Background: an optimization exercise with open tools, aiming at small area. Do not read the settings as production practice. Function was checked by simulation only, so behaviour that the tests miss may differ from the original. The flow treats the clock pin as an ideal source, which a real chip does not have.

==> 10-14 <==
==> flow/design.v <==
module lcdm_framer (
    input  wire        clk,
    input  wire        rst,
    input  wire        op_valid,
    output wire        op_ready,
    input  wire [7:0]  op_sel,
    input  wire [15:0] op_arg,
    input  wire [7:0]  op_len,
    input  wire        hin_valid,
    output reg         hin_ready,
    input  wire [7:0]  hin_data,
    output reg         hout_valid,
    input  wire        hout_ready,
    output reg  [7:0]  hout_data,
    output reg         res_valid,
    output reg  [3:0]  res_code,
    output reg  [7:0]  res_byte,
    output reg         t_req_valid,
    input  wire        t_req_ready,
    output reg  [2:0]  t_req_kind,
    output reg  [15:0] t_req_data,
    output reg         t_req_last,
    input  wire        t_rsp_valid,
    output reg         t_rsp_ready,
    input  wire [7:0]  t_rsp_data,
    input  wire        t_rsp_last,
    input  wire        t_rsp_err,
    input  wire        t_rsp_empty
);
    localparam [7:0] REQUEST_START  = 8'h04;
    localparam [7:0] RESPONSE_START = 8'h01;
    localparam [7:0] DEVICE_ID      = 8'h50;
    localparam [7:0] TEXT_START     = 8'h02;
    localparam [7:0] TEXT_END       = 8'h03;
    localparam [7:0] ACK            = 8'h06;
    localparam [7:0] NACK           = 8'h15;
    localparam [7:0] EOT            = 8'h04;
    localparam [10:0] N_RETRY = 11'd1050;
    localparam integer RING = 59;
    localparam [5:0]  P_FIRST = 6'd3;
    localparam [5:0]  P_LAST  = 6'd61;
    localparam [7:0] SEL_OPEN      = 8'h01;
    localparam [7:0] SEL_CLOSE     = 8'h02;
    localparam [7:0] SEL_CHECKSUM  = 8'h10;
    localparam [7:0] SEL_ENCODE    = 8'h11;
    localparam [7:0] SEL_SEND      = 8'h12;
    localparam [7:0] SEL_CLASSIFY  = 8'h20;
    localparam [7:0] SEL_READ_CTL  = 8'h21;
    localparam [7:0] SEL_VALIDATE  = 8'h22;
    localparam [7:0] SEL_READ_FRM  = 8'h23;
    localparam [7:0] SEL_READ_RSP  = 8'h30;
    localparam [7:0] SEL_TRANSACT  = 8'h31;
    localparam [3:0] R_OK        = 4'd0;
    localparam [3:0] R_CLOSED    = 4'd1;
    localparam [3:0] R_TRANSPORT = 4'd2;
    localparam [3:0] R_EXHAUSTED = 4'd3;
    localparam [3:0] R_NOT_ACK   = 4'd4;
    localparam [3:0] R_MALFORMED = 4'd5;
    localparam [3:0] R_CHECKSUM  = 4'd6;
    localparam [3:0] R_REF_SEL   = 4'd8;
    localparam [3:0] R_REF_OPEN  = 4'd9;
    localparam [3:0] R_REF_BAUD  = 4'd10;
    localparam [3:0] R_REF_NOPEN = 4'd11;
    localparam [2:0] T_OPEN  = 3'd1;
    localparam [2:0] T_CLOSE = 3'd2;
    localparam [2:0] T_READ  = 3'd3;
    localparam [2:0] T_WRITE = 3'd4;
    localparam [2:0] T_SLEEP = 3'd5;
    localparam [4:0]
        S_IDLE = 5'b00000,
        S_IN   = 5'b00001,   
        S_EMIT = 5'b00010,   
        S_PL   = 5'b00011,   
        S_RREQ = 5'b00100,   
        S_AREQ = 5'b00101,   
        S_SREQ = 5'b00110,   
        S_OREQ = 5'b00111,   
        S_RRSP = 5'b01000,   
        S_ARSP = 5'b01001,
        S_SRSP = 5'b01010,
        S_ORSP = 5'b01011,
        S_WRSP = 5'b01100,   
        S_CHK  = 5'b01101,   
        S_OUT  = 5'b01110;   
    function [4:0] res(input [3:0] c);
        res = {1'b1, c};
    endfunction
    reg [4:0]  state;
    reg        open;        
    reg        xo;          
    reg        yo;          
    reg        ctl;         
    reg [7:0]  acc;         
    reg [6:0]  cnt;         
    reg [10:0] r1;          
    reg        fa;          
    reg        fc;          
    reg        l1;          
    reg        l2;          
    reg [5:0]  ph;          
    reg [7:0]  ring [0:RING-1];
    function [1:0] classify(input [7:0] b);
        begin
            if (b == ACK)       classify = 2'd0;
            else if (b == NACK) classify = 2'd1;
            else if (b == EOT)  classify = 2'd2;
            else                classify = 2'd3;
        end
    endfunction
    wire [1:0] sh = op_sel[5:4];
    wire [1:0] sl = op_sel[1:0];
    wire sel_valid = (op_sel[7:6] == 2'd0) && (op_sel[3:2] == 2'd0) &&
                     ((sh == 2'd0) ? (sl == 2'd1 || sl == 2'd2) :
                      (sh == 2'd1) ? (sl != 2'd3) :
                      (sh == 2'd2) ? 1'b1 : !sl[1]);
    wire needs_open  = (sh == 2'd1 && sl == 2'd2) || (sh == 2'd2 && sl[0]) || (sh == 2'd3);
    wire takes_bytes = (sh == 2'd1) || (sh == 2'd3 && sl[0]);
    wire reads       = sh[1] && (sh[0] ^ sl[0]);
    wire ld_arg      = (sh == 2'd0) ? sl[0] : (sh == 2'd1) ? (sl != 2'd0) : (sh == 2'd2) ? (sl == 2'd0) : sl[0];
    wire baud_ok = (op_arg == 16'd9600) || (op_arg == 16'd19200);
    wire       match   = (ph == cnt[5:0]);
    wire       storing = (cnt[5:0] >= P_FIRST) && (cnt[5:0] <= P_LAST);
    wire       wr_ok   = match || !storing;
    wire       rmatch  = (ph == r1[5:0]);
    wire [7:0] tap     = ring[RING-1];
    wire       ops_done = (r1[7:0] == 8'hff);
    wire       out_done = (r1[6:0] == cnt - 7'd2);
    wire [7:0] din = (state == S_RRSP) ? t_rsp_data : hin_data;
    wire       enc_ready = xo ? t_req_ready : hout_ready;
    reg        enc_valid;
    reg [7:0]  dout;
    assign op_ready = (state == S_IDLE);
    always @(*) begin
        hin_ready   = 1'b0;
        enc_valid   = 1'b0;
        hout_valid  = 1'b0;
        t_req_valid = 1'b0;
        t_req_kind  = T_WRITE;
        t_req_last  = 1'b1;
        t_rsp_ready = 1'b0;
        dout        = 8'h00;
        t_req_data  = 16'h0000;
        case (state)
            S_IN: hin_ready = wr_ok && !ops_done;
            S_EMIT: begin
                enc_valid  = 1'b1;
                t_req_last = cnt[2] && cnt[0];
                case (cnt[2:0])
                    3'd0: dout = REQUEST_START;
                    3'd1: dout = DEVICE_ID;
                    3'd2: dout = TEXT_START;
                    3'd4: dout = TEXT_END;
                    default: dout = acc;
                endcase
            end
            S_PL: begin
                enc_valid  = hin_valid && !ops_done;
                hin_ready  = enc_ready && !ops_done;
                t_req_last = 1'b0;
                dout       = hin_data;
            end
            S_RREQ: begin
                t_req_valid = 1'b1;
                t_req_kind  = T_READ;
            end
            S_AREQ: begin
                t_req_valid = 1'b1;
                dout        = ACK;
            end
            S_SREQ: begin
                t_req_valid = 1'b1;
                t_req_kind  = T_SLEEP;
                dout        = 8'd200;
            end
            S_OREQ: begin
                t_req_valid = 1'b1;
                t_req_kind  = yo ? T_OPEN : T_CLOSE;
                dout        = acc;
                t_req_data[15:8] = !yo ? 8'h00 : acc[7] ? 8'h25 : 8'h4b;
            end
            S_RRSP: t_rsp_ready = wr_ok;
            S_WRSP, S_ARSP, S_SRSP, S_ORSP: t_rsp_ready = 1'b1;
            S_OUT: begin
                hout_valid = rmatch && !out_done;
                dout       = tap;
            end
            default: ;
        endcase
        if (enc_valid) begin
            if (xo) t_req_valid = 1'b1;
            else    hout_valid  = 1'b1;
        end
        t_req_data[7:0] = dout;
        hout_data       = dout;
        res_valid       = state[4];
        res_code        = state[3:0];
        res_byte        = acc;
    end
    integer k;
    always @(posedge clk) begin
        ring[0] <= match ? din : tap;
        for (k = 1; k < RING; k = k + 1)
            ring[k] <= ring[k-1];
    end
    always @(posedge clk) begin
        if (rst) ph <= P_FIRST;
        else     ph <= (ph == P_LAST) ? P_FIRST : ph + 6'd1;
    end
    task take_byte;
        begin
            acc <= acc ^ din;
            if (!(cnt[6] && cnt[0])) cnt <= cnt + 7'd1;
            if (cnt == 7'd1) fa <= (acc == RESPONSE_START) && (din == DEVICE_ID);
            if (cnt == 7'd2) fc <= (din == TEXT_START);
            l1 <= (din == TEXT_END);
            l2 <= l1;
        end
    endtask
    task start_loop(input c);
        begin
            ctl   <= c;
            r1    <= 11'd0;
            cnt   <= 7'd0;
            acc   <= 8'h00;
            fa    <= 1'b0;
            fc    <= 1'b0;
            l1    <= 1'b0;
            l2    <= 1'b0;
            state <= S_RREQ;
        end
    endtask
    wire stop = ctl ? (fa || !t_rsp_empty) : (t_rsp_empty ? l2 : l1);
    always @(posedge clk) begin
        if (rst) begin
            state <= S_IDLE;
            open  <= 1'b0;
        end else begin
            case (state)
                S_IDLE: begin
                    if (op_valid) begin
                        r1   <= {3'd0, ~(op_len | {8{reads}})};
                        cnt  <= 7'd0;
                        fa   <= 1'b0;
                        fc   <= 1'b0;
                        l1   <= 1'b0;
                        l2   <= 1'b0;
                        acc  <= ld_arg ? op_arg[7:0] : 8'h00;
                        ctl  <= !sl[1];
                        xo   <= sh[1] ? (sh[0] || sl[0]) : sl[1];
                        yo   <= sh[1] ? (sh[0] || sl[1]) : (!sh[0] && sl[0]);
                        if (!sel_valid) begin
                            state <= res(R_REF_SEL);
                        end else if (needs_open && !open) begin
                            xo    <= 1'b1;
                            yo    <= 1'b0;
                            state <= takes_bytes ? S_IN : res(R_CLOSED);
                        end else begin
                            case (sh)
                                2'd0: begin
                                    if (sl[0]) begin             
                                        if (open)          state <= res(R_REF_OPEN);
                                        else if (!baud_ok) state <= res(R_REF_BAUD);
                                        else               state <= S_OREQ;
                                    end else begin               
                                        if (!open)         state <= res(R_REF_NOPEN);
                                        else               state <= S_OREQ;
                                    end
                                end
                                2'd1: state <= (sl == 2'd0) ? S_IN : S_EMIT;        
                                2'd2: state <= (sl == 2'd0) ? S_CHK :               
                                               (sl == 2'd2) ? S_IN : S_RREQ;        
                                default: state <= sl[0] ? S_EMIT : S_RREQ;          
                            endcase
                        end
                    end
                end
                S_IN: begin
                    if (ops_done) begin
                        state <= yo ? S_CHK : xo ? res(R_CLOSED) : res(R_OK);
                    end else if (hin_valid && wr_ok) begin
                        take_byte;
                        r1 <= r1 + 11'd1;
                    end
                end
                S_EMIT: begin
                    if (enc_ready) begin
                        cnt <= cnt + 7'd1;
                        if (cnt[2:0] == 3'd3) begin
                            acc   <= acc ^ (REQUEST_START ^ DEVICE_ID ^ TEXT_START ^ TEXT_END);
                            state <= S_PL;
                        end
                        if (cnt[2:0] == 3'd5)
                            state <= xo ? S_WRSP : res(R_OK);
                    end
                end
                S_PL: begin
                    if (ops_done) begin
                        state <= S_EMIT;
                    end else if (hin_valid && enc_ready) begin
                        acc <= acc ^ din;
                        r1  <= r1 + 11'd1;
                    end
                end
                S_WRSP: begin
                    if (t_rsp_valid) begin
                        if (t_rsp_err) state <= res(R_TRANSPORT);
                        else if (!yo)  state <= res(R_OK);
                        else           start_loop(1'b1);
                    end
                end
                S_RREQ: begin
                    if (t_req_ready) begin
                        r1    <= r1 + 11'd1;
                        state <= S_RRSP;
                    end
                end
                S_RRSP: begin
                    if (t_rsp_valid && wr_ok) begin
                        if (t_rsp_err) begin
                            state <= res(R_TRANSPORT);
                        end else begin
                            if (!t_rsp_empty) begin
                                if (!ctl) take_byte;
                                else if (!fa) begin
                                    acc <= acc ^ din;
                                    fa  <= 1'b1;
                                end
                            end
                            if (t_rsp_last) begin
                                if (stop)               state <= S_CHK;
                                else if (r1 == N_RETRY) state <= res(R_EXHAUSTED);
                                else                    state <= S_RREQ;
                            end
                        end
                    end
                end
                S_CHK: begin
                    r1 <= {8'd0, P_FIRST};
                    if (ctl) begin
                        if (!yo) begin
                            acc   <= {6'd0, classify(acc)};
                            state <= res(R_OK);
                        end
                        else if (acc != ACK) state <= res(R_NOT_ACK);
                        else                 start_loop(1'b0);
                    end
                    else if (!fa)                state <= res(R_MALFORMED);
                    else if (acc != 8'h00)       state <= res(R_CHECKSUM);
                    else if (!(fc && l2))        state <= res(R_MALFORMED);
                    else if (cnt[6] && cnt[0])   state <= res(R_MALFORMED);
                    else if (xo)                 state <= S_AREQ;
                    else                         state <= S_OUT;
                end
                S_AREQ: if (t_req_ready) state <= S_ARSP;
                S_ARSP: begin
                    if (t_rsp_valid) begin
                        if (t_rsp_err) state <= res(R_TRANSPORT);
                        else           state <= S_SREQ;
                    end
                end
                S_SREQ: if (t_req_ready) state <= S_SRSP;
                S_SRSP: if (t_rsp_valid) state <= S_OUT;
                S_OUT: begin
                    if (out_done)                  state <= res(R_OK);
                    else if (rmatch && hout_ready) r1 <= r1 + 11'd1;
                end
                S_OREQ: if (t_req_ready) state <= S_ORSP;
                S_ORSP: begin
                    if (t_rsp_valid) begin
                        open  <= yo && !t_rsp_err;
                        state <= t_rsp_err ? res(R_TRANSPORT) : res(R_OK);
                    end
                end
                default: state <= S_IDLE;    
            endcase
        end
    end
endmodule
==> flow/flow/run.sh <==
#!/bin/bash
# Standard ORFS layout (the standard.sh, unchanged synthesis), with
# smaller port buffers and a clock tree built without dummy loads.
set -euo pipefail
export BUFFER_PORTS_ARGS="-buffer_cell sky130_fd_sc_hd__buf_1"
export CTS_ARGS="-sink_clustering_enable -repair_clock_nets -dont_use_dummy_load -sink_clustering_size 32 -sink_clustering_max_diameter 90 -buf_list {sky130_fd_sc_hd__clkbuf_16}"
bash standard.sh > standard_flow.log 2>&1
==> flow/standard.sh <==
#!/bin/bash
# synth_recipe.tcl (not shown) runs the flow's synth.tcl, then flattens the netlist and writes it again
# the make line also repeats each setting of config.mk as NAME=value (left out here)
make -C /OpenROAD-flow-scripts/flow DESIGN_CONFIG=/design/flow/config.mk WORK_HOME=/design/flow/orfs CLKGATE_MAP_FILE= SYNTH_SCRIPT=/design/flow/synth_recipe.tcl "${@:-finish}"
==> flow/config.mk <==
export PLATFORM = sky130hd
export DESIGN_NAME = lcdm_framer
export DESIGN_NICKNAME = lcdm_framer
export VERILOG_FILES = /design/flow/design.v
export SDC_FILE = /design/flow/constraint.sdc
export NUM_CORES = 4
export LEC_CHECK = 0
export CAP_MARGIN = 20
export CORE_MARGIN = 2
export CORE_UTILIZATION = 70
export PLACE_DENSITY = 0.75
export SLEW_MARGIN = 20
==> flow/constraint.sdc <==
create_clock -name core_clock -period 10.0 [get_ports {clk}]
set_input_delay 2.0000 -clock core_clock [delete_from_list [all_inputs] [get_ports {clk}]]
set_output_delay 2.0000 -clock core_clock [all_outputs]
set_load 0.01 [all_outputs]
==> inputs of 06-28, as changes to 10-14 <==
==> flow/flow/run.sh (replaced) <==
#!/bin/bash
# Standard ORFS layout (the standard.sh, unchanged synthesis), with
# smaller port buffers, a clock tree built without dummy loads, and
# power recovery (downsizing off the critical paths) after global route.
set -euo pipefail
export BUFFER_PORTS_ARGS="-buffer_cell sky130_fd_sc_hd__buf_1"
export CTS_ARGS="-sink_clustering_enable -repair_clock_nets -dont_use_dummy_load -sink_clustering_size 30 -sink_clustering_max_diameter 100 -buf_list {sky130_fd_sc_hd__clkbuf_16}"
export RECOVER_POWER=100
bash standard.sh > standard_flow.log 2>&1
- CORE_UTILIZATION: 70 -> 60
- PLACE_DENSITY: 0.75 -> unset
==> comparison <==
Between 10-14 and 06-28, the lower core utilization is in 06-28 (gap 11 points).
06-28 reached the layout checks and failed them: capacitance limit, slew limit. 10-14 produced a clean layout.
Cell count: 06-28 is larger than 10-14 (3.4%).
In 10-14 the sequential share of layout area is higher than in 06-28, by 0.14 points.
Between 06-28 and 10-14, the lower fmax is in 06-28 (gap 9.6%, measured against 10-14).
Synthesized cell count is the same in 10-14 and 06-28.
Of 06-28 and 10-14, 10-14 has the higher non-clock buffer count (gap 2).
Synthesized area is the same in 06-28 and 10-14.

## static timing again, ports no longer ideal
The flow's constraints put no driver on any port. The routed layouts listed below were extracted and timed again, unchanged, in two steps.
Step 1 (the two cells are an assumption about what drives the block):
set clk [get_ports {clk}]
set_driving_cell -lib_cell sky130_fd_sc_hd__clkbuf_16 $clk
set_driving_cell -lib_cell sky130_fd_sc_hd__buf_2 [delete_from_list [all_inputs] $clk]
Step 2 times the ports against the registers' clock, not the clock port: input delays grow and output delays shrink by t, the midpoint of the rising clock arrivals with the driver on.
Slacks: ideal ports / drivers / drivers and shift; pairs: ideal ports / drivers.
| run | t, ns | setup WS [ns] | slew at the worst register clock pin (ns) | worst data-port slew with drivers (ns) |
|---|---|---|---|---|
| 10-14 | 0.568 | 4.447 / 4.397 / 4.800 | 0.12 / 0.12 | 0.07 |
| 06-28 | 0.562 | 3.855 / 3.805 / 4.368 | 0.11 / 0.11 | 0.09 |
